From an optimization exercise on the open Yosys and OpenROAD flow, aimed at small area, a short achievable clock period and few clock cycles per item; shortcuts taken in it are not production practice. Function was checked by simulation only, so behaviour that the tests miss may differ from the original.

==> design/flow/design.v <==
module sab_comp (
    input  wire         clk,
    input  wire         rst,
    input  wire         start,
    input  wire [1:0]   op,
    input  wire [1:0]   oss,
    input  wire [31:0]  raw,
    input  wire [31:0]  tin,
    input  wire [175:0] cal_a,
    input  wire [191:0] cal_b,
    output wire         done,
    output reg          err,
    output wire [31:0]  result,
    output wire [31:0]  tout
);
    wire [15:0] AC1 = cal_a[ 15:  0];
    wire [15:0] AC2 = cal_a[ 31: 16];
    wire [15:0] AC3 = cal_a[ 47: 32];
    wire [15:0] AC4 = cal_a[ 63: 48];
    wire [15:0] AC5 = cal_a[ 79: 64];
    wire [15:0] AC6 = cal_a[ 95: 80];
    wire [15:0] B1  = cal_a[111: 96];
    wire [15:0] B2  = cal_a[127:112];
    wire [15:0] MC  = cal_a[159:144];
    wire [15:0] MD  = cal_a[175:160];
    wire [15:0] T1  = cal_b[ 15:  0];
    wire [15:0] T2  = cal_b[ 31: 16];
    wire [15:0] T3  = cal_b[ 47: 32];
    wire [15:0] P1  = cal_b[ 63: 48];
    wire [15:0] P2  = cal_b[ 79: 64];
    wire [15:0] P3  = cal_b[ 95: 80];
    wire [15:0] P4  = cal_b[111: 96];
    wire [15:0] P5  = cal_b[127:112];
    wire [15:0] P6  = cal_b[143:128];
    wire [15:0] P7  = cal_b[159:144];
    wire [15:0] P8  = cal_b[175:160];
    wire [15:0] P9  = cal_b[191:176];
    function [16:0] s17; input [15:0] x; s17 = {x[15], x}; endfunction
    function [16:0] u17; input [15:0] x; u17 = {1'b0, x}; endfunction
    function [31:0] s32; input [15:0] x; s32 = {{16{x[15]}}, x}; endfunction
    function [31:0] sqw; input [31:0] x; sqw = {x[30:16], 1'b0, x[15:0]}; endfunction
    function [31:0] asr; input [31:0] x; input integer k; asr = $signed(x) >>> k; endfunction
    localparam integer
        I_IDLE = 0,  I_FIN  = 1,  I_DVTA = 2,  I_DVPA = 3,  I_DVPB = 4,
        I_TA1  = 5,  I_TA2  = 6,  I_TA4  = 7,  I_TA5  = 8,
        I_PA1  = 9,  I_PA2  = 10, I_PA3  = 11, I_PA4  = 12, I_PA5  = 13,
        I_PA6  = 14, I_PA7  = 15, I_PA10 = 16, I_PA11 = 17, I_PA12 = 18,
        I_PA13 = 19,
        I_TB1  = 20, I_TB2  = 21, I_TB3  = 22, I_TB4  = 23, I_TB5  = 24,
        I_PB1  = 25, I_PB2  = 26, I_PB3  = 27, I_PB4  = 28, I_PB5  = 29,
        I_PB6  = 30, I_PB7  = 31, I_PB8  = 32, I_PB10 = 33, I_PB11 = 34,
        I_PB12 = 35, I_PB13 = 36, I_PA8  = 37,
        NS     = 38;
    reg [NS-1:0] st;
    wire IDLE = st[I_IDLE], FIN  = st[I_FIN];
    wire DVTA = st[I_DVTA], DVPA = st[I_DVPA], DVPB = st[I_DVPB];
    wire TA1 = st[I_TA1], TA2 = st[I_TA2], TA4 = st[I_TA4], TA5 = st[I_TA5];
    wire PA1 = st[I_PA1], PA2 = st[I_PA2], PA3 = st[I_PA3], PA4 = st[I_PA4], PA5 = st[I_PA5];
    wire PA6 = st[I_PA6], PA7 = st[I_PA7], PA8 = st[I_PA8], PA10 = st[I_PA10];
    wire PA11 = st[I_PA11], PA12 = st[I_PA12], PA13 = st[I_PA13];
    wire TB1 = st[I_TB1], TB2 = st[I_TB2], TB3 = st[I_TB3], TB4 = st[I_TB4], TB5 = st[I_TB5];
    wire PB1 = st[I_PB1], PB2 = st[I_PB2], PB3 = st[I_PB3], PB4 = st[I_PB4], PB5 = st[I_PB5];
    wire PB6 = st[I_PB6], PB7 = st[I_PB7], PB8 = st[I_PB8], PB10 = st[I_PB10];
    wire PB11 = st[I_PB11], PB12 = st[I_PB12], PB13 = st[I_PB13];
    wire rdy = IDLE | FIN;
    wire go  = rdy & start;
    wire go0 = go & (op == 2'd0);
    wire go1 = go & (op == 2'd1);
    wire go2 = go & (op == 2'd2);
    wire go3 = go & (op == 2'd3);
    wire dvs = DVTA | DVPA | DVPB;
    assign done = FIN;
    reg [31:0] X;                    
    reg [24:0] Yb;                   
    reg [31:0] A, B, C;              
    reg [31:0] Q, R;                 
    reg [31:0] Dv;                   
    reg        dcin;                 
    reg [3:0]  cnt;                  
    reg [1:0]  lvl;                  
    reg        dfirst;               
    reg        neg;                  
    reg        dbl;                  
    reg [1:0]  osr;                  
    function [24:0] benc; input [16:0] y;
        integer i; reg [17:0] yx; reg [2:0] t;
        begin
            yx = {y, 1'b0};
            for (i = 0; i < 8; i = i + 1) begin
                t = yx[2*i +: 3];
                benc[3*i]   = t[0] ^ t[1];                           
                benc[3*i+1] = (t == 3'b011) | (t == 3'b100);         
                benc[3*i+2] = t[2] & ~(t[1] & t[0]);                 
            end
            benc[24] = y[15] & ~y[16];                               
        end
    endfunction
    reg [31:0] prod;
    always @(*) begin : booth
        integer i, j;
        reg [32:0] xs;
        reg [31:0] row, acc;
        xs = {X, 1'b0};
        acc = 32'd0;
        for (i = 0; i < 9; i = i + 1) begin
            for (j = 0; j < 32; j = j + 1)
                if (i < 8)
                    row[j] = ((Yb[3*i] & xs[j+1]) | (Yb[3*i+1] & xs[j])) ^ Yb[3*i+2];
                else
                    row[j] = Yb[24] & xs[j+1];
            row = row << (2*i);
            if (i > 0) row[2*i-2] = Yb[3*i-1];               
            acc = acc + row;
        end
        prod = acc;
    end
    wire [31:0] qs   = Q ^ {32{neg}};                        
    assign result = C;
    assign tout   = A;
    wire        cy4  = ({1'b0, B[3:0]} + {1'b0, C[3:0]}) > 5'd15;
    wire        c2   = ~(C[31] & (|C[1:0]));                 
    reg  [31:0] ua, ub, uc, ua0, ub0;
    reg         ui;
    always @(*) begin
        case (op)                        
            2'd0:    begin ua0 = raw;          ub0 = ~{16'd0, AC6}; end
            2'd1:    begin ua0 = tin;          ub0 = ~32'd4000;     end
            2'd2:    begin ua0 = asr(raw, 4);  ub0 = ~{16'd0, T1};  end
            default: begin ua0 = asr(tin, 1);  ub0 = ~32'd64000;    end
        endcase
        ua = 32'd0; ub = 32'd0; uc = 32'd0; ui = 1'b0;
        if (TA2 | TA4 | TA5 | PA6 | PA13 | PB13 | TB5) ua = ua | A;
        if (PA4)                      ua = ua | (C << osr);
        if (dvs)                      ua = ua | Dv;              
        if (TB4 | PB7)                ua = ua | B;
        if (PB4 | PA11 | PB11)        ua = ua | C;
        if (PA5)                      ua = ua | ~asr(C, 2);
        if (PB6)                      ua = ua | ~C;
        if (PA7)                      ua = ua | asr(Dv, 2);
        if (TA1)                      ua = ua | (R ^ {32{R[31]}});    
        if (PB5)                      ua = ua | {{18{C[31]}}, C[31:18]};
        if (TA2 | TB4)                ub = ub | C;
        if (TA4 | PA5 | PB6 | PB11)   ub = ub | qs;              
        if (TA5)                      ub = ub | 32'hFFFFFFF8;    
        if (PA4 | PA6 | dvs | PB5 | PB7) ub = ub | R;
        if (PA11)                     ub = ub | 32'd3791;
        if (TB5)                      ub = ub | 32'd128;
        if (PB4)                      ub = ub | Dv;
        if (PA13 | PB13)              ub = ub | asr(B, 4);
        if (PA4)                      uc = uc | (Dv << osr);
        if (TA4)                      uc = uc | 32'd8;
        if (PA6)                      uc = uc | 32'd131074;                  
        if (TB5)                      uc = uc | (A << 2);
        if (PB6)                      uc = uc | 32'd1048578;
        if (PA13 | PB13)              uc = uc | asr(C, 4);
        if (TA4)                      ui = neg;
        if (TA1)                      ui = R[31];
        if (dvs)                      ui = dcin;
        if (PA13 | PB13)              ui = cy4;
        if (PA5)                      ui = c2;
        if (PA7)                      ui = x3c;
    end
    wire [33:0] u34 = {1'b0, ua, ui} + {1'b0, ub, ui} + {1'b0, uc, 1'b0};
    wire [32:0] u33 = u34[33:1];
    wire [31:0] u   = u33[31:0];
    wire [32:0] s0w = {ua0, 1'b1} + {ub0, 1'b1};
    wire [31:0] s0  = s0w[32:1];
    wire        x3c  = (Dv[31] | (Dv[30:17] == 14'd0)) & (|Dv[1:0]);
    wire [33:0] d1w = {R, Q[31], 1'b1} + {1'b1, Dv, dcin};
    wire [32:0] d1 = d1w[33:1];
    wire [31:0] r1 = d1[32] ? {R[30:0], Q[31]} : d1[31:0];
    wire [33:0] d2w = {r1, Q[30], 1'b1} + {1'b1, Dv, dcin};
    wire [32:0] d2 = d2w[33:1];
    wire [31:0] r2 = d2[32] ? {r1[30:0], Q[30]} : d2[31:0];
    wire [31:0] q2 = {Q[29:0], ~d1[32], ~d2[32]};
    wire        dz   = (&Dv) & dcin;                    
    wire        dbad = dvs & dfirst & (lvl != 2'd2) & u33[32];    
    wire        dst  = dvs & ~dbad;                      
    wire        last = dvs & (cnt == 4'd1);              
    wire        dzf  = dvs & dfirst & dz;                
    wire [31:0] pq = dbl ? {q2[30:0], 1'b0} : q2;
    reg [31:0] X_m, A_m, B_m, C_m, Q_m, R_m, D_m, xc0;
    reg [16:0] Y_m, yc0;
    always @(*) begin
        case (op)
            2'd0:    yc0 = u17(AC5);
            2'd1:    yc0 = s17(AC2);
            2'd2:    yc0 = s17(T2);
            default: yc0 = s17(P5);
        endcase
        xc0 = op[1] ? {s0[30:0], op[0] ? 1'b0 : raw[3]} : s0;    
        X_m = 32'd0;
        if (rdy)                       X_m = X_m | xc0;
        if (TA4)                       X_m = X_m | asr(u, 4);
        if (PA1 | TB1)                 X_m = X_m | sqw(A);
        if (PA2 | TB2)                 X_m = X_m | asr(prod, 12);
        if (PB2)                       X_m = X_m | asr(prod, 11);
        if (PB11)                      X_m = X_m | (prod >> 13);
        if (PA11)                      X_m = X_m | prod;
        if (PA3 | PB4)                 X_m = X_m | A;
        if (PA4)                       X_m = X_m | B;
        if (PA5 | PA7 | PB6)           X_m = X_m | u;
        if (DVPA)                      X_m = X_m | pq;
        if (PA10)                      X_m = X_m | sqw(asr(A, 8));
        if (PB1)                       X_m = X_m | sqw(asr(A, 2));
        if (PB3)                       X_m = X_m | asr(B, 13);
        if (PB7)                       X_m = X_m | {16'd0, ~u[31], u[31], u[31:18]};
        if (DVPB)                      X_m = X_m | (pq >> 2);
        if (PB10)                      X_m = X_m | sqw(A >> 3);
        Y_m = 17'd0;
        if (rdy)   Y_m = Y_m | yc0;
        if (TA4)   Y_m = Y_m | u17(16'd10);
        if (PA1 | TB1) Y_m = Y_m | u17(A[15:0]);
        if (PA2)   Y_m = Y_m | s17(B2);
        if (PA3)   Y_m = Y_m | s17(AC3);
        if (PA4)   Y_m = Y_m | s17(B1);
        if (PA5)   Y_m = Y_m | u17(16'd50000 >> osr);
        if (PA7)   Y_m = Y_m | u17(AC4);
        if (DVPA)  Y_m = Y_m | s17(16'hE343);                       
        if (PA10)  Y_m = Y_m | u17(A[23:8]);
        if (PA11)  Y_m = Y_m | u17(16'd3038);
        if (TB2)   Y_m = Y_m | s17(T3);
        if (PB1)   Y_m = Y_m | u17(A[17:2]);
        if (PB2)   Y_m = Y_m | s17(P6);
        if (PB3)   Y_m = Y_m | s17(P3);
        if (PB4)   Y_m = Y_m | s17(P2);
        if (PB6)   Y_m = Y_m | u17(16'd3125);
        if (PB7)   Y_m = Y_m | u17(P1);
        if (DVPB)  Y_m = Y_m | s17(P8);
        if (PB10)  Y_m = Y_m | u17(A[18:3]);
        if (PB11)  Y_m = Y_m | s17(P9);
        A_m = 32'd0;
        if (rdy)                       A_m = A_m | s0;
        if (TA1)                       A_m = A_m | asr(prod, 15);
        if (PA4)                       A_m = A_m | asr(prod, 13);
        if (DVPA | DVPB)               A_m = A_m | pq;
        if (TA4 | TA5 | TB4)           A_m = A_m | u;              
        B_m = 32'd0;
        if (PA2 | PB12)                B_m = B_m | asr(prod, 12);
        if (TB1)                       B_m = B_m | asr(prod, 11);
        if (PA12)                      B_m = B_m | asr(prod, 16);
        if (PB4)                       B_m = B_m | asr(prod, 3);
        if (PB2)                       B_m = B_m | prod;
        C_m = 32'd0;
        if (rdy)                       C_m = C_m | s32(MD);
        if (PA3)                       C_m = C_m | asr(prod, 11);
        if (PA10)                      C_m = C_m | asr(prod, 16);
        if (TB3)                       C_m = C_m | asr(prod, 14);
        if (PB3 | TA5)                 C_m = C_m | prod;
        if (PB10)                      C_m = C_m | asr(prod, 13);
        if (PA4 | PB4)                 C_m = C_m | u;
        if (PA11 | PB11 | PA13 | PB13) C_m = C_m | u;
        if (TB5)                       C_m = C_m | asr(u, 8);
        if (PB5)                       C_m = C_m | {{12{u[15]}}, u[15:0], C[17:14]};
        Q_m = 32'd0;
        R_m = 32'd0;
        if (rdy) begin                  
            R_m = R_m | (op[1] ? s32(P4) : op[0] ? (((s32(AC1) << 2) << oss) | 32'd2) : s32(MC));
            Q_m = Q_m | (op[1] ? ~raw : raw);
        end
        if (PB10)                      Q_m = Q_m | s32(P7);
        if (TA1) begin                  
            R_m = R_m | (u >> 3);      Q_m = Q_m | (u << 29);
        end
        if (PA6 | PB7)                 Q_m = Q_m | prod;            
        if (PA7 | PB8) begin            
            if (dbl) begin R_m = R_m | (Q >> 18); Q_m = Q_m | (Q << 14); end
            else     begin R_m = R_m | (Q >> 17); Q_m = Q_m | (Q << 15); end
        end
        if (dst)    begin R_m = R_m | r2; Q_m = Q_m | q2; end
        if (dbad & (lvl == 2'd0)) begin    
            R_m = R_m | (R >> 4);      Q_m = Q_m | {R[3:0], Q[31:18], 14'd0};
        end
        if (dbad & (lvl == 2'd1)) begin    
            Q_m = Q_m | {R[13:0], Q[31:14]};
        end
        if (PA5)                       R_m = R_m | asr(prod, 16);
        if (PB5)                       R_m = R_m | asr(prod, 1);
        D_m = 32'd0;
        if (PA1)                       D_m = D_m | asr(prod, 11);
        if (PB1)                       D_m = D_m | prod;
        if (PA8)                       D_m = D_m | ~(prod >> 15);
        if (PB8)                       D_m = D_m | ~asr(prod, 15);
        if (PA6)                       D_m = D_m | u;
        if (TA2)                       D_m = D_m | (u ^ {32{~u[31]}});
    end
    wire lpp  = last & (DVPA | DVPB);
    wire X_e  = go | TA4 | PA1 | TB1 | PA2 | TB2 | PB2 | PB11 | PA11 | PA3 | PB4 |
                PA4 | PA5 | PA7 | lpp | PA10 | PB1 | PB3 | PB6 | PB7 | PB10;
    wire Y_e  = X_e;
    wire A_e  = go | TA1 | PA4 | lpp | TA4 | TA5 | TB4;
    wire B_e  = PA2 | TB1 | PA12 | PB2 | PB4 | PB12;
    wire C_e  = go0 | PA3 | PA10 | TB3 | PB3 | PB10 | PA4 | PB4 | PA11 | PB5 | PB11 |
                TA5 | PA13 | PB13 | TB5 | (dzf & DVPB);
    wire Q_e  = go1 | go3 | TA1 | PA6 | PB7 | PA7 | PB8 | dvs | PB10;
    wire R_e  = go | PA5 | PB5 | TA1 | PA7 | PB8 | dvs;
    wire D_e  = PA1 | PB1 | PA6 | PA8 | PB8 | TA2;
    reg [NS-1:0] st_n;
    always @(*) begin
        st_n = {NS{1'b0}};
        st_n[I_IDLE] = rdy & ~start;
        st_n[I_TA1]  = go0;
        st_n[I_PA1]  = go1;
        st_n[I_TB1]  = go2;
        st_n[I_PB1]  = go3;
        st_n[I_TA2]  = TA1;
        st_n[I_DVTA] = TA2 | (DVTA & ~last & ~dzf);
        st_n[I_TA4]  = DVTA & last;
        st_n[I_TA5]  = TA4;
        st_n[I_PA2]  = PA1;  st_n[I_PA3] = PA2;  st_n[I_PA4] = PA3;  st_n[I_PA5] = PA4;
        st_n[I_PA6]  = PA5;  st_n[I_PA7] = PA6;  st_n[I_PA8] = PA7;
        st_n[I_DVPA] = PA8 | (DVPA & ~last & ~dzf);
        st_n[I_PA10] = DVPA & last;
        st_n[I_PA11] = PA10; st_n[I_PA12] = PA11; st_n[I_PA13] = PA12;
        st_n[I_TB2]  = TB1;  st_n[I_TB3] = TB2;  st_n[I_TB4] = TB3;  st_n[I_TB5] = TB4;
        st_n[I_PB2]  = PB1;  st_n[I_PB3] = PB2;  st_n[I_PB4] = PB3;  st_n[I_PB5] = PB4;
        st_n[I_PB6]  = PB5;  st_n[I_PB7] = PB6;  st_n[I_PB8] = PB7;
        st_n[I_DVPB] = PB8 | (DVPB & ~last & ~dzf);
        st_n[I_PB10] = DVPB & last;
        st_n[I_PB11] = PB10; st_n[I_PB12] = PB11; st_n[I_PB13] = PB12;
        st_n[I_FIN]  = dzf | TA5 | PA13 | TB5 | PB13;
    end
    always @(posedge clk) begin
        if (rst) st <= {{(NS-1){1'b0}}, 1'b1};
        else     st <= st_n;
        if (X_e)  X  <= X_m;
        if (Y_e)  Yb <= benc(Y_m);
        if (A_e)  A  <= A_m;
        if (B_e)  B  <= B_m;
        if (C_e)  C  <= C_m;
        if (Q_e)  Q  <= Q_m;
        if (R_e)  R  <= R_m;
        if (D_e)  Dv <= D_m;
        if (TA2)              begin cnt <= 4'd7; lvl <= 2'd0; dfirst <= 1'b1; end
        else if (PA8 | PB8)   begin cnt <= 4'd9; lvl <= 2'd1; dfirst <= 1'b1; end
        else if (dbad)        begin
            cnt <= (lvl == 2'd0) ? 4'd9 : 4'd0;             
            lvl <= lvl + 2'd1;
        end
        else if (dvs)         begin cnt <= cnt - 4'd1; dfirst <= 1'b0; end
        if (TA2)              dcin <= ~u[31];
        else if (PA8 | PB8)   dcin <= 1'b1;
        if (go)   begin err <= 1'b0; osr <= oss; end
        else if (dzf) err <= 1'b1;
        if (go)   neg <= 1'b0;
        else if (TA2) neg <= u[31] ^ MC[15];
        if (PA6 | PB7) dbl <= prod[31];
    end
endmodule
==> design/flow/flow/run.sh <==
#!/bin/bash
# The standard layout: standard.sh runs the ORFS make flow unchanged, with
# two knobs set on its command line: timing repair aims at a positive setup
# slack margin, and the port buffers (every input and output still gets one)
# are buf_2 cells. The clock, the SDC and the rest of the flow are unchanged;
# the tools' output goes to standard.log.
bash standard.sh SETUP_SLACK_MARGIN=13 "BUFFER_PORTS_ARGS=-buffer_cell sky130_fd_sc_hd__buf_2" finish > standard.log 2>&1
==> design/flow/standard.sh <==
#!/bin/bash
# synth_recipe.tcl (not shown) runs the flow's synth.tcl, then flattens the netlist and writes it again
# the make line also repeats each setting of config.mk as NAME=value (left out here)
make -C /OpenROAD-flow-scripts/flow DESIGN_CONFIG=/design/flow/config.mk WORK_HOME=/design/flow/orfs CLKGATE_MAP_FILE= SYNTH_SCRIPT=/design/flow/synth_recipe.tcl "${@:-finish}"
==> design/flow/config.mk <==
export PLATFORM = sky130hd
export DESIGN_NAME = sab_comp
export DESIGN_NICKNAME = sab_comp
export VERILOG_FILES = /design/flow/design.v
export SDC_FILE = /design/flow/constraint.sdc
export NUM_CORES = 8
export LEC_CHECK = 0
export CAP_MARGIN = 20
export CORE_MARGIN = 2
export CORE_UTILIZATION = 35
export SLEW_MARGIN = 20
==> design/flow/constraint.sdc <==
create_clock -name core_clock -period 20.0 [get_ports {clk}]
set_input_delay 4.0000 -clock core_clock [delete_from_list [all_inputs] [get_ports {clk}]]
set_output_delay 4.0000 -clock core_clock [all_outputs]
set_load 0.01 [all_outputs]
==> results of run 1 <==
[flip-flops by register name, summed over array words and instances (netlist names), 2 cells and up]
signal	cells
A	32
B	32
C	32
Dv	32
Q	32
R	32
X	32
Yb	25
cnt	4
lvl	2
osr	2
st	38
[critical path: cells and delay by family]
kind                     cells  cell delay [ps]
adder cells (fa/ha/maj)      1              200
multiplexers                 2              770
AND/OR/NAND/NOR              2              590
XOR/XNOR                     1              190
AO/OA/AOI/OAI                6             1280
buffers and inverters        4              560
[stage by stage]
stage          hold WS (ps)  setup WS [ps]  instances
2_1_floorplan           429          11760       5057
3_3_place_gp            445          10600       6842
3_5_place_dp            451          10580       6842
4_1_cts                 461          12720       7021
5_1_grt                 486          12670       7075
6_report                456          12770       7100
[what timing repair did]
action,in CTS,in global routing
setup endpoints to repair,171,148
pin swaps,42,68
gates cloned,12,5
gates resized for setup,139,116
setup buffers,96,45
[worst paths after layout]
| kind | from | endpoint | cells past startpoint |
|---|---|---|---|
| max | op[0] | X[25] | 16 |
| min | err | err | 2 |
| max reg2reg | st[30] | R[24] | 21 |
| min reg2reg | err | err | 2 |
[cell usage after synthesis, types with 16 or more instances]
library cell | number | area [µm²]
and3_1 | 24 | 150
inv_1 | 279 | 1050
xor2_1 | 162 | 1420
or3_1 | 20 | 125
and2_1 | 32 | 200
o211ai_1 | 53 | 398
nand4_1 | 79 | 494
o21bai_1 | 22 | 165
nand2b_1 | 30 | 188
a211oi_1 | 27 | 203
nor2_1 | 184 | 691
a22oi_1 | 377 | 2830
nor2b_1 | 54 | 338
mux2_2 | 52 | 586
ha_1 | 190 | 2380
mux4_2 | 51 | 1150
nor3_1 | 34 | 170
clkbuf_1 | 408 | 1530
o21ai_0 | 185 | 926
fa_1 | 186 | 3720
a221oi_1 | 163 | 1430
a221o_1 | 100 | 1000
a222oi_1 | 162 | 1620
o221ai_1 | 30 | 263
edfxtp_1 | 253 | 7600
a21o_1 | 75 | 563
a31oi_1 | 23 | 144
a21oi_1 | 304 | 1520
dfxtp_1 | 47 | 941
buf_2 | 16 | 80.1
o21a_1 | 28 | 210
or2_2 | 22 | 138
nand3_1 | 137 | 686
nand2_1 | 517 | 1940
mux2i_1 | 155 | 1550
xnor2_1 | 291 | 2550
buf_1 | 81 | 304
[per-layer routing]
layer  track usage [%]  vias to the layer above  wire, µm
li1                  -                    19900         -
met1              51.6                    24300     97800
met2              55.1                     4884    104000
met3              19.5                     1218     43300
met4              24.4                       27     22100
met5              2.45                        -       553
[cells by family (layout without fill, tap and decap cells)]
logic type / after synthesis / after routing / share of synthesized area (%)
simple gates: 1173 / 1174 / 12.6
fa+ha+maj: 376 / 376 / 14.2
buf+inv: 795 / 1183 / 7.09
other cells: 0 / 28 / 0
xor+xnor: 454 / 454 / 9.26
flops: 300 / 300 / 19.9
compound gates: 1701 / 1702 / 29.4
mux: 258 / 258 / 7.64
[area by class of cell]
cell class / instances / area (µm²)
well taps: 1625 / 2030
multi-input cells: 3964 / 33000
clock buffers: 54 / 1150
clock inverters: 17 / 141
repair buffers: 831 / 5650
fillers: 12100 / 70200
inverters: 281 / 1060
flip-flops and latches: 300 / 8560
diodes: 28 / 70.1
==> summary.txt, run 1 <==
Yosys
  – Syn Area/Cell: 8.50 µm²
  – Gate Count Post-Synth: 5057
  – Ys Warns: 1
  – Ys async rst share: 0%
  – Post-synth EDFFs: 253
  – Top_reg_cell synth: edfxtp_1
  – Mapped Nets: 5872
  – Register area share after synthesis: between 10% and 20%
  – Netlist cell types: 84
  – Post-synthesis cell area: 0.0430 mm²
  – Seq cells post-synth: 300

Routing
  – DRT Wirelength: 268000 µm
  – Post-route DRC: 0
  – Vias per cell: 7.09
  – Drt initial violations: around 10000
  – TritonRoute pass-1 iters: 15
  – Vias: 50300
  – Post-DRT Antenna Nets: 0
  – Routed len/inst: 37.7 µm

Floorplan
  – # rows: 128
  – Die area: 0.126 mm²
  – Initial Util: 35.3%
  – IO Count: 505
  – Core area: 0.122 mm²
  – Die Y: about 350 µm
  – Die Wd: 355 µm

GRT
  – First-pass GRT wire length: 368000 µm
  – Initial antenna violation count: 34
  – Vias in the first global route: 46000
  – Total gr overflow: 0
  – All-Layer GR Usage: between 40% and 50%
  – Largest net degree at the start of global routing: 67

Cells and area
  – Area Growth Syn to Fin: 20.2%
  – Post-route cell area: 0.0517 mm²
  – Commonest non-fill, non-tap cells in the layout: 510 x nand2_1, 486 x buf_2, 377 x a22oi_1
  – Fin util: 42.4%
  – Final nets: about 6200
  – Commonest non-fill, non-tap cell in the layout: nand2_1
  – Share of layout cells above drive strength 1: roughly a quarter

Hold path
  – Min-delay worst type: reg2reg

Clocking
  – Clk latency of the worst-skew pair: a little over 600 ps
  – CTS tree: built
  – H-tree Lvls: 2
  – Root Buffer: clkbuf_16
  – Cts hold-fix bufs: 0
  – Clock buffer depth: 3
  – Clock sinks: 300
  – Clk pin slew, worst setup/hold paths: 60 ps
  – CTS Buf Count: 39

Timing
  – Max Clk Rate: ~140 MHz
  – RSZ-0062 raised after global routing: yes
  – Post-layout minimum cycle time: 7230 ps
  – Final worst path period share: 36.2%
  – Final Hold Viols: 0
  – Final setup fails: 0
  – Slew @ Worst Pin: between 1000 and 1500 ps
  – Clock Skews: 37.9 ps
  – Setup TNS Final: 0 ps
  – Rel. slew slack: 16.8%
  – Final Slew Violations: 0

Placement
  – Final Wtd Congestion: 1.05
  – Hpwl dp: 185000 µm
  – IO Port Bufs: 488
  – Placed Area: 0.0474 mm²

Critical path
  – Crit end category: flop
  – CP most frequent cell: buf_16
  – Worst setup SP type: primary input
  – Worst path slowest cell: mux4_2
  – Largest stage delay, worst path: 560 ps
  – R2r setup slk: approximately 13000 ps
  – Crit path kind: in2reg
  – Worst-path fanout max: 8
  – Worst path cell trace: buf_16 > buf_16 > buf_8 > mux4_2 > ha_4 > or3_4 > o221a_4 > a31oi_4 > o211ai_1 > buf_4 > nor4_4 > xnor2_2 > mux2_4 > o2111ai_2 > a221o_1 > a211o_1
  – Worst EP required: 20370 ps
  – WP data arrival: 7600 ps

Status
  – Outcome: timing/DRC/antenna clean

Flow run
  – Maxcap violations: 0
Testbench counts, summed over its fixed seeds: cycles 29,720, items 1,920.
==> run 2, diff against run 1 <==
--- a/design/flow/design.v
+++ b/design/flow/design.v
@@ -133,3 +133,2 @@
         if (PA4)                      ua = ua | (C << osr);
-        if (dvs)                      ua = ua | Dv;              
         if (TB4 | PB7)                ua = ua | B;
@@ -144,3 +143,3 @@
         if (TA5)                      ub = ub | 32'hFFFFFFF8;    
-        if (PA4 | PA6 | dvs | PB5 | PB7) ub = ub | R;
+        if (PA4 | PA6 | PB5 | PB7)    ub = ub | R;
         if (PA11)                     ub = ub | 32'd3791;
@@ -157,3 +156,2 @@
         if (TA1)                      ui = R[31];
-        if (dvs)                      ui = dcin;
         if (PA13 | PB13)              ui = cy4;
@@ -176,3 +174,4 @@
     wire        dz   = (&Dv) & dcin;                    
-    wire        dbad = dvs & dfirst & (lvl != 2'd2) & u33[32];    
+    wire [33:0] d0w  = {1'b0, R, 1'b1} + {1'b0, Dv, dcin};           
+    wire        dbad = dvs & dfirst & (lvl != 2'd2) & d0w[33];
     wire        dst  = dvs & ~dbad;                      
@@ -287,5 +286,2 @@
     wire lpp  = last & (DVPA | DVPB);
-    wire X_e  = go | TA4 | PA1 | TB1 | PA2 | TB2 | PB2 | PB11 | PA11 | PA3 | PB4 |
-                PA4 | PA5 | PA7 | lpp | PA10 | PB1 | PB3 | PB6 | PB7 | PB10;
-    wire Y_e  = X_e;
     wire A_e  = go | TA1 | PA4 | lpp | TA4 | TA5 | TB4;
@@ -325,4 +321,4 @@
         else     st <= st_n;
-        if (X_e)  X  <= X_m;
-        if (Y_e)  Yb <= benc(Y_m);
+        X  <= X_m;                      
+        Yb <= benc(Y_m);                
         if (A_e)  A  <= A_m;
==> run 2 against run 1 <==
Effect of this change: critical path type is now reg2reg; wire length is 1.4% higher; setup slack better by 290 ps.
==> summary.txt, run 2 <==
Timing
  – Max Clk Rate: 144 MHz (was 138 MHz)
  – Rel. slew slack: 18.9% (was 16.8%)
  – Hold slack: 462 ps (was 456 ps)
  – Final setup fails: 0 (unchanged)
  – Clock Skews: 27.1 ps (was 37.9 ps)
  – Final Slew Violations: 0 (unchanged)
  – RSZ-0062 raised after global routing: yes (unchanged)
  – Setup TNS Final: 0 ps (unchanged)
  – Final Hold Viols: 0 (unchanged)
  – Post-route setup slack: 13060 ps (was 12770 ps)
  – Slew @ Worst Pin: 1200 ps (was 1250 ps)
  – Post-layout minimum cycle time: 6940 ps (was 7230 ps)
  – Final worst path period share: 34.7% (was 36.2%)

Yosys
  – Register area share after synthesis: 18.2% (was 19.9%)
  – Gate Count Post-Synth: 5250 (was 5057)
  – Netlist cell types: 89 (was 84)
  – Simple-gate share of the synthesized area: 13.4% (was 12.6%)
  – Largest family of logic cells by synthesized area: compound AO/OA/AOI/OAI gates (unchanged)
  – Post-synthesis cell area: 0.0438 mm² (was 0.0430 mm²)
  – Most area-consuming cells after synthesis: edfxtp_1 13%, fa_1 8.5%, a22oi_1 6.7% (was edfxtp_1 18%, fa_1 8.7%, a22oi_1 6.6%)
  – Area share of the largest cell type after synthesis: 13.4% (was 17.7%)
  – Synth Area in XOR/XNOR: 9.23% (was 9.26%)
  – Count leader, synth: nand2_1 (unchanged)
  – Top_reg_cell synth: edfxtp_1 (unchanged)
  – Syn Area/Cell: 8.34 µm² (was 8.50 µm²)
  – Seq cells post-synth: 300 (unchanged)
  – Post-synth top area cell: edfxtp_1 (unchanged)
  – Post-synthesis mux area share: 6.92% (was 7.64%)
  – Synth top cells by count: 568 x nand2_1, 410 x clkbuf_1, 391 x a22oi_1, 294 x inv_1, 283 x a21oi_1 (was 517 x nand2_1, 408 x clkbuf_1, 377 x a22oi_1, 304 x a21oi_1, 291 x xnor2_1)
  – Synth Area in Compound Gates: 30.4% (was 29.4%)
  – Ys Warns: 1 (unchanged)
  – Mapped Nets: 6095 (was 5872)
  – Area share of fa/ha/maj cells after synthesis: 14.8% (was 14.2%)
  – Ys async rst share: 0% (unchanged)
  – Post-synth EDFFs: 196 (was 253)

Floorplan
  – Die Wd: 358 µm (was 355 µm)
  – Initial Util: 35.3% (about the same)
  – Die area: 0.128 mm² (was 0.126 mm²)
  – Die Y: 358 µm (was 355 µm)
  – # rows: 129 (was 128)
  – IO Count: 505 (unchanged)
  – Core area: 0.124 mm² (was 0.122 mm²)

Clocking
  – Clk pin slew, worst setup/hold paths: 60 ps (about the same)
  – CTS tree: built (unchanged)
  – Root Buffer: clkbuf_16 (unchanged)
  – Clock buffer depth: 3 (unchanged)
  – CTS Buf Count: 40 (was 39)
  – H-tree Lvls: 2 (unchanged)
  – Clock sinks: 300 (unchanged)
  – Clk latency of the worst-skew pair: 610 ps (was 620 ps)

Cells and area
  – Share of layout cells above drive strength 1: 19.9% (was 23.5%)
  – Max reg flops: 38 (unchanged)
  – Commonest non-fill, non-tap cells in the layout: 567 x nand2_1, 488 x buf_2, 391 x a22oi_1 (was 510 x nand2_1, 486 x buf_2, 377 x a22oi_1)
  – Post-route cell area: 0.0507 mm² (was 0.0517 mm²)
  – Commonest non-fill, non-tap cell in the layout: nand2_1 (unchanged)
  – Final nets: 6352 (was 6232)
  – Area Growth Syn to Fin: 16.0% (was 20.2%)
  – Reg with most FFs: st (unchanged)

Routing
  – Vias: 50900 (was 50300)
  – Drt initial violations: 10300 (about the same)
  – DRT Wirelength: 272000 µm (was 268000 µm)
  – Post-DRT Antenna Nets: 0 (unchanged)
  – Routed len/inst: 37.7 µm (about the same)
  – Vias per cell: 7.06 (was 7.09)
  – TritonRoute pass-1 iters: 20 (was 15)
  – Post-route DRC: 0 (unchanged)

Critical path
  – R2r endpoint: A[1] (was R[24])
  – Worst-path fanout max: 56 (was 8)
  – Setup crit start: Dv[6] (was op[0])
  – Crit Reg-Reg Startpoint: Dv[6] (was st[30])
  – Crit end category: flop (unchanged)
  – Worst setup SP type: flop (was primary input)
  – WP data arrival: 7260 ps (was 7600 ps)
  – Crit path kind: reg2reg (was in2reg)
  – CP Capture Point: A[1] (was X[25])
  – R2r setup slk: 13060 ps (was 13000 ps)
  – FF-to-FF path depth: 22 (was 21)
  – Worst EP required: 20330 ps (was 20370 ps)

Placement
  – Placed Area: 0.0483 mm² (was 0.0474 mm²)
  – IO Port Bufs: 488 (unchanged)
  – Pre-CTS setup slack: 11460 ps (was 10580 ps)
  – Final Wtd Congestion: 1.06 (was 1.05)
  – Hpwl dp: 191000 µm (was 185000 µm)

Flow run
  – Maxcap violations: 0 (unchanged)

GRT
  – Largest net degree at the start of global routing: 78 (was 67)
  – First-pass GRT wire length: 370000 µm (was 368000 µm)
  – Initial antenna violation count: 45 (was 34)
  – Vias in the first global route: 46900 (was 46000)
  – Total gr overflow: 0 (unchanged)
  – All-Layer GR Usage: 40.4% (was 40.7%)

Status
  – Outcome: timing/DRC/antenna clean (unchanged)

Hold path
  – Hold Path Origin: err (unchanged)
  – Min-delay worst type: reg2reg (unchanged)
## run 2: changes by cell type after synthesis, sizes merged, moves of 18 or more
cell | previous run | this run
a21oi | 305 | 283
edfxtp | 253 | 196
xor2 | 163 | 193
xnor2 | 291 | 265
o21a | 28 | 46
a211oi | 28 | 46
ha | 190 | 221
nand2 | 517 | 568
o2111ai | 12 | 34
mux2i | 155 | 128
dfxtp | 47 | 104
a221oi | 165 | 138
nand3 | 137 | 162
a211o | 11 | 31
## run 2: kinds of logic (layout without fill, tap and decap cells)
| group | after synthesis | count (layout) |
|---|---|---|
| other cells | 0 | 36 |
| fa+ha+maj | 406 | 406 |
| flops | 300 | 300 |
| buf+inv | 813 | 1102 |
| mux | 226 | 226 |
| xor+xnor | 459 | 459 |
| simple gates | 1267 | 1267 |
| compound gates | 1779 | 1779 |
## run 2: stage by stage
step | utilization (%) | cells
after detailed placement | 38.9 | 7051
after global placement | 38.9 | 7051
final | 40.9 | 7212
after global routing | 40.9 | 7180
after floorplan | - | 5250
after CTS | 40.4 | 7149
## run 2: how the worst min path moves through the flow
| stage | endpoint | slack [ps] | depth (start not counted) |
|---|---|---|---|
| 2_1_floorplan | st[36] | 430 | 1 |
| 3_3_place_gp | err | 430 | 2 |
| 3_5_place_dp | err | 450 | 2 |
| 4_1_cts | err | 460 | 2 |
| 5_1_grt | err | 490 | 2 |
| 6_report | err | 460 | 2 |
## run 2: timing repair
item	4_1_cts	5_1_grt
endpoints found under the setup margin	150	110
setup buffers	21	20
hold buffers	0	0
cloned	3	4
pin swaps	4	10
gates resized for setup	75	68
## run 2: per-layer routing
layer | wire (µm) | part of all wire, % | track usage (%) | up-vias
met5 | 506 | 0.19 | 1.93 | -
met4 | 22700 | 8.4 | 27.1 | 36
met3 | 41100 | 15 | 18.7 | 1215
met2 | 108000 | 40 | 55.9 | 4560
met1 | 98900 | 36 | 49.6 | 24600
li1 | - | - | - | 20500
## run 2: layout make-up
class	count	area (µm²)
Timing Repair inverter	1	5.00
Antenna cell	36	90.1
Multi-Input combinational cell	4137	33600
Timing Repair Buffer	730	4510
Tap cell	1637	2050
Fill cell	12500	73200
Clock inverter	22	189
Sequential cell	300	8090
Clock buffer	52	1140
Inverter	297	1120
## run 2: worst max-delay path: stages, from the launching register on
cell and delay (ps):
edfxtp_1 790, ha_1 390, a21oi_1 100, nor2b_1 270
a31oi_2 140, o311a_1 410, o311ai_2 390, and3_2 280
buf_12 240, a31oi_1 70, a21o_1 210, ha_1 460
and4_1 260, and3_1 310, nand4_1 240, nand4b_1 250
nand3_1 200, a21oi_1 220, o22ai_2 130, xor2_4 180
buf_12 180, a21oi_1 610, o2111ai_1 200
Testbench counts of run 2, summed over its fixed seeds: cycles 29,720, items 1,920.
==> run 3, diff against run 2 <==
==> design/flow/run.sh (new file) <==
#!/bin/bash
# synth_recipe.tcl (not shown) runs the flow's synth.tcl, then flattens the netlist and writes it again
# the make line also repeats each setting of config.mk as NAME=value (left out here)
make -C /OpenROAD-flow-scripts/flow DESIGN_CONFIG=/design/flow/config.mk WORK_HOME=/design/flow/orfs CLKGATE_MAP_FILE= SYNTH_SCRIPT=/design/flow/synth_recipe.tcl finish
removed: design/flow/flow/run.sh
removed: design/flow/standard.sh
==> run 3 against run 2 <==
Effect of this change: wire length down 0.75%; first-iteration DRC count fell by 1.0%; still clean; via count is essentially flat.
==> summary.txt, run 3 <==
Yosys
  – Synth top cells by count: 568 x nand2_1, 410 x clkbuf_1, 391 x a22oi_1, 294 x inv_1, 283 x a21oi_1 (unchanged)
  – Area share of fa/ha/maj cells after synthesis: 14.8% (unchanged)
  – Mapped Nets: 6095 (unchanged)
  – Netlist cell types: 89 (unchanged)
  – Post-synthesis cell area: 0.0438 mm² (unchanged)
  – Gate Count Post-Synth: 5250 (unchanged)
  – Ys async rst share: 0% (unchanged)
  – Ys Warns: 1 (unchanged)
  – Simple-gate share of the synthesized area: 13.4% (unchanged)
  – Synth Area in XOR/XNOR: 9.23% (unchanged)
  – Top_reg_cell synth: edfxtp_1 (unchanged)
  – Largest family of logic cells by synthesized area: compound AO/OA/AOI/OAI gates (unchanged)
  – Register area share after synthesis: 18.2% (unchanged)
  – Syn Area/Cell: 8.34 µm² (unchanged)
  – Area share of the largest cell type after synthesis: 13.4% (unchanged)
  – Synth Area in Compound Gates: 30.4% (unchanged)
  – Post-synth EDFFs: 196 (unchanged)
  – Post-synthesis mux area share: 6.92% (unchanged)
  – Most area-consuming cells after synthesis: edfxtp_1 13%, fa_1 8.5%, a22oi_1 6.7% (unchanged)
  – Seq cells post-synth: 300 (unchanged)
  – Post-synth top area cell: edfxtp_1 (unchanged)
  – Count leader, synth: nand2_1 (unchanged)

GRT
  – First-pass GRT wire length: 368000 µm (was 370000 µm)
  – All-Layer GR Usage: 40.1% (was 40.4%)
  – Largest net degree at the start of global routing: 93 (was 78)
  – Initial antenna violation count: 35 (was 45)
  – Total gr overflow: 0 (unchanged)
  – Vias in the first global route: 46500 (was 46900)

Timing
  – RSZ-0062 raised after global routing: no (was yes)
  – Rel. slew slack: 11.6% (was 18.9%)
  – Final setup fails: 0 (unchanged)
  – Slew @ Worst Pin: 1320 ps (was 1200 ps)
  – Max Clk Rate: 123 MHz (was 144 MHz)
  – Setup TNS Final: 0 ps (unchanged)
  – Final Slew Violations: 0 (unchanged)
  – Final Hold Viols: 0 (unchanged)
  – Clock Skews: 35.8 ps (was 27.1 ps)
  – Post-layout minimum cycle time: 8120 ps (was 6940 ps)
  – Final worst path period share: 40.6% (was 34.7%)

Hold path
  – Min-delay worst type: reg2reg (unchanged)

Routing
  – Vias: 50900 (about the same)
  – DRT Wirelength: 270000 µm (was 272000 µm)
  – TritonRoute pass-1 iters: 17 (was 20)
  – Post-DRT Antenna Nets: 0 (unchanged)
  – Post-route DRC: 0 (unchanged)
  – Routed len/inst: 37.7 µm (about the same)
  – Drt initial violations: 10200 (was 10300)
  – Vias per cell: 7.12 (was 7.06)

Flow run
  – Maxcap violations: 0 (unchanged)

Placement
  – IO Port Bufs: 488 (unchanged)
  – Hpwl dp: 192000 µm (was 191000 µm)
  – Final Wtd Congestion: 1.10 (was 1.06)

Clocking
  – CTS Buf Count: 41 (was 40)
  – Clk latency of the worst-skew pair: 640 ps (was 610 ps)
  – CTS resizes: 0 (was 75)
  – Clock buffer depth: 3 (unchanged)
  – Clk pin slew, worst setup/hold paths: 70 ps (was 60 ps)
  – Clock sinks: 300 (unchanged)
  – CTS tree: built (unchanged)
  – Post-CTS Setup Inserts: 0 (was 21)
  – Cts hold-fix bufs: 0 (unchanged)
  – Root Buffer: clkbuf_16 (unchanged)
  – H-tree Lvls: 2 (unchanged)

Critical path
  – Crit path kind: reg2reg (unchanged)
  – Worst setup SP type: flop (unchanged)
  – Worst-path fanout max: 56 (unchanged)
  – Worst EP required: 20350 ps (was 20330 ps)
  – WP data arrival: 8470 ps (was 7260 ps)
  – Crit end category: flop (unchanged)

Cells and area
  – Final nets: 6294 (was 6352)
  – Area Growth Syn to Fin: 18.7% (was 16.0%)
  – Max reg flops: 38 (unchanged)
  – Commonest non-fill, non-tap cell in the layout: nand2_1 (unchanged)
  – Fin util: 41.9% (was 40.9%)
  – Share of layout cells above drive strength 1: 8.57% (was 19.9%)
  – Reg with most FFs: st (unchanged)
  – Commonest non-fill, non-tap cells in the layout: 568 x nand2_1, 484 x clkdlybuf4s50_1, 391 x a22oi_1 (was 567 x nand2_1, 488 x buf_2, 391 x a22oi_1)
  – Filler cell count: 12600 (was 12500)

Floorplan
  – Die area: 0.128 mm² (unchanged)
  – Core area: 0.124 mm² (unchanged)
  – Initial Util: 35.3% (unchanged)
  – # rows: 129 (unchanged)
  – IO Count: 505 (unchanged)
  – Die Y: 358 µm (unchanged)
  – Die Wd: 358 µm (unchanged)

Status
  – Outcome: timing/DRC/antenna clean (unchanged)
-- run 3: path summary, 6_finish.rpt --
| path | start | to | slack, ps | cells past startpoint |
|---|---|---|---|---|
| setup / recovery | Dv[1] | A[1] | 11880 | 21 |
| hold / removal | err | err | 450 | 2 |
| setup reg to reg | Dv[1] | A[1] | 11880 | 21 |
| hold reg to reg | err | err | 450 | 2 |
-- run 3: through the flow --
step	instance area (µm²)	hold slack, ps	setup slack (ps)	instances
floorplan	43800	429	10790	5250
finish	51900	447	11880	7149
global placement	50400	439	11200	7040
global route	51900	485	11470	7125
detailed placement	50400	445	11230	7042
CTS	51800	454	11890	7118
-- run 3: critical path: stages, from the launching register on --
cell	delay (ps)
edfxtp_1	660
ha_1	490
o21ai_0	130
o21ai_1	450
a31oi_1	280
o311a_1	420
o311ai_1	400
and3_2	250
buf_4	460
o21ai_0	260
ha_1	410
a2111oi_0	390
o21ai_0	320
nand4_1	270
nand4b_1	260
nand3_1	250
a21oi_1	90
o22ai_1	410
xor2_4	100
buf_4	320
a21oi_1	830
o2111ai_1	230
-- run 3: cell families after synthesis --
| kind of cell | Yosys count |
|---|---|
| simple gates | 1267 |
| flops | 300 |
| compound gates | 1779 |
| buf+inv | 813 |
| xor+xnor | 459 |
| mux | 226 |
| fa+ha+maj | 406 |
-- run 3: layer usage --
layer  global-route usage, %  vias to the layer above  part of all wire (%)
met5                   0.519                        -                  0.11
met1                    49.8                    24700                    36
met3                    17.9                     1172                    15
met2                    56.0                     4626                    40
met4                    25.6                       28                   8.2
li1                        -                    20400                     -
-- run 3: area by class of cell --
type | count | area, µm² | area share [%]
Tap cell | 1637 | 2050 | 3.94
Antenna cell | 30 | 75.1 | 0.145
Multi-Input combinational cell | 4137 | 33000 | 63.6
Clock inverter | 18 | 195 | 0.376
Sequential cell | 300 | 8000 | 15.4
Timing Repair Buffer | 672 | 6260 | 12.0
Inverter | 297 | 1110 | 2.15
Clock buffer | 58 | 1210 | 2.34

## separate check: timing with driven ports
No port has a modelled driver above. Below, the same layouts with a new extraction and two added sets of constraints.
Step 1 assumes that a clkbuf_16 drives the clock port and a buf_2 every other input.
Step 2 also shifts input and output timing later by t, the mid clock arrival at the registers, as if the neighbouring blocks saw the same clock.
Three values: ideal ports, drivers, drivers and shift; two values: the first two.
| run | t (ns) | setup WS [ns] | clock arrival spread, ns | worst data-port slew with drivers (ns) |
|---|---|---|---|---|
| run 1 | 0.682 | 12.770 / 12.631 / 11.949 | 0.038 / 0.038 | 0.22 |
| run 2 | 0.671 | 13.061 / 12.930 / 12.258 | 0.027 / 0.027 | 0.28 |
| run 3 | 0.694 | 11.882 / 11.882 / 11.242 | 0.036 / 0.035 | 0.10 |
After both steps setup and hold are still met in every run listed. The setup slack of run 1, which loses most, moves by -0.139 ns with the drivers and by -0.821 ns with both steps.
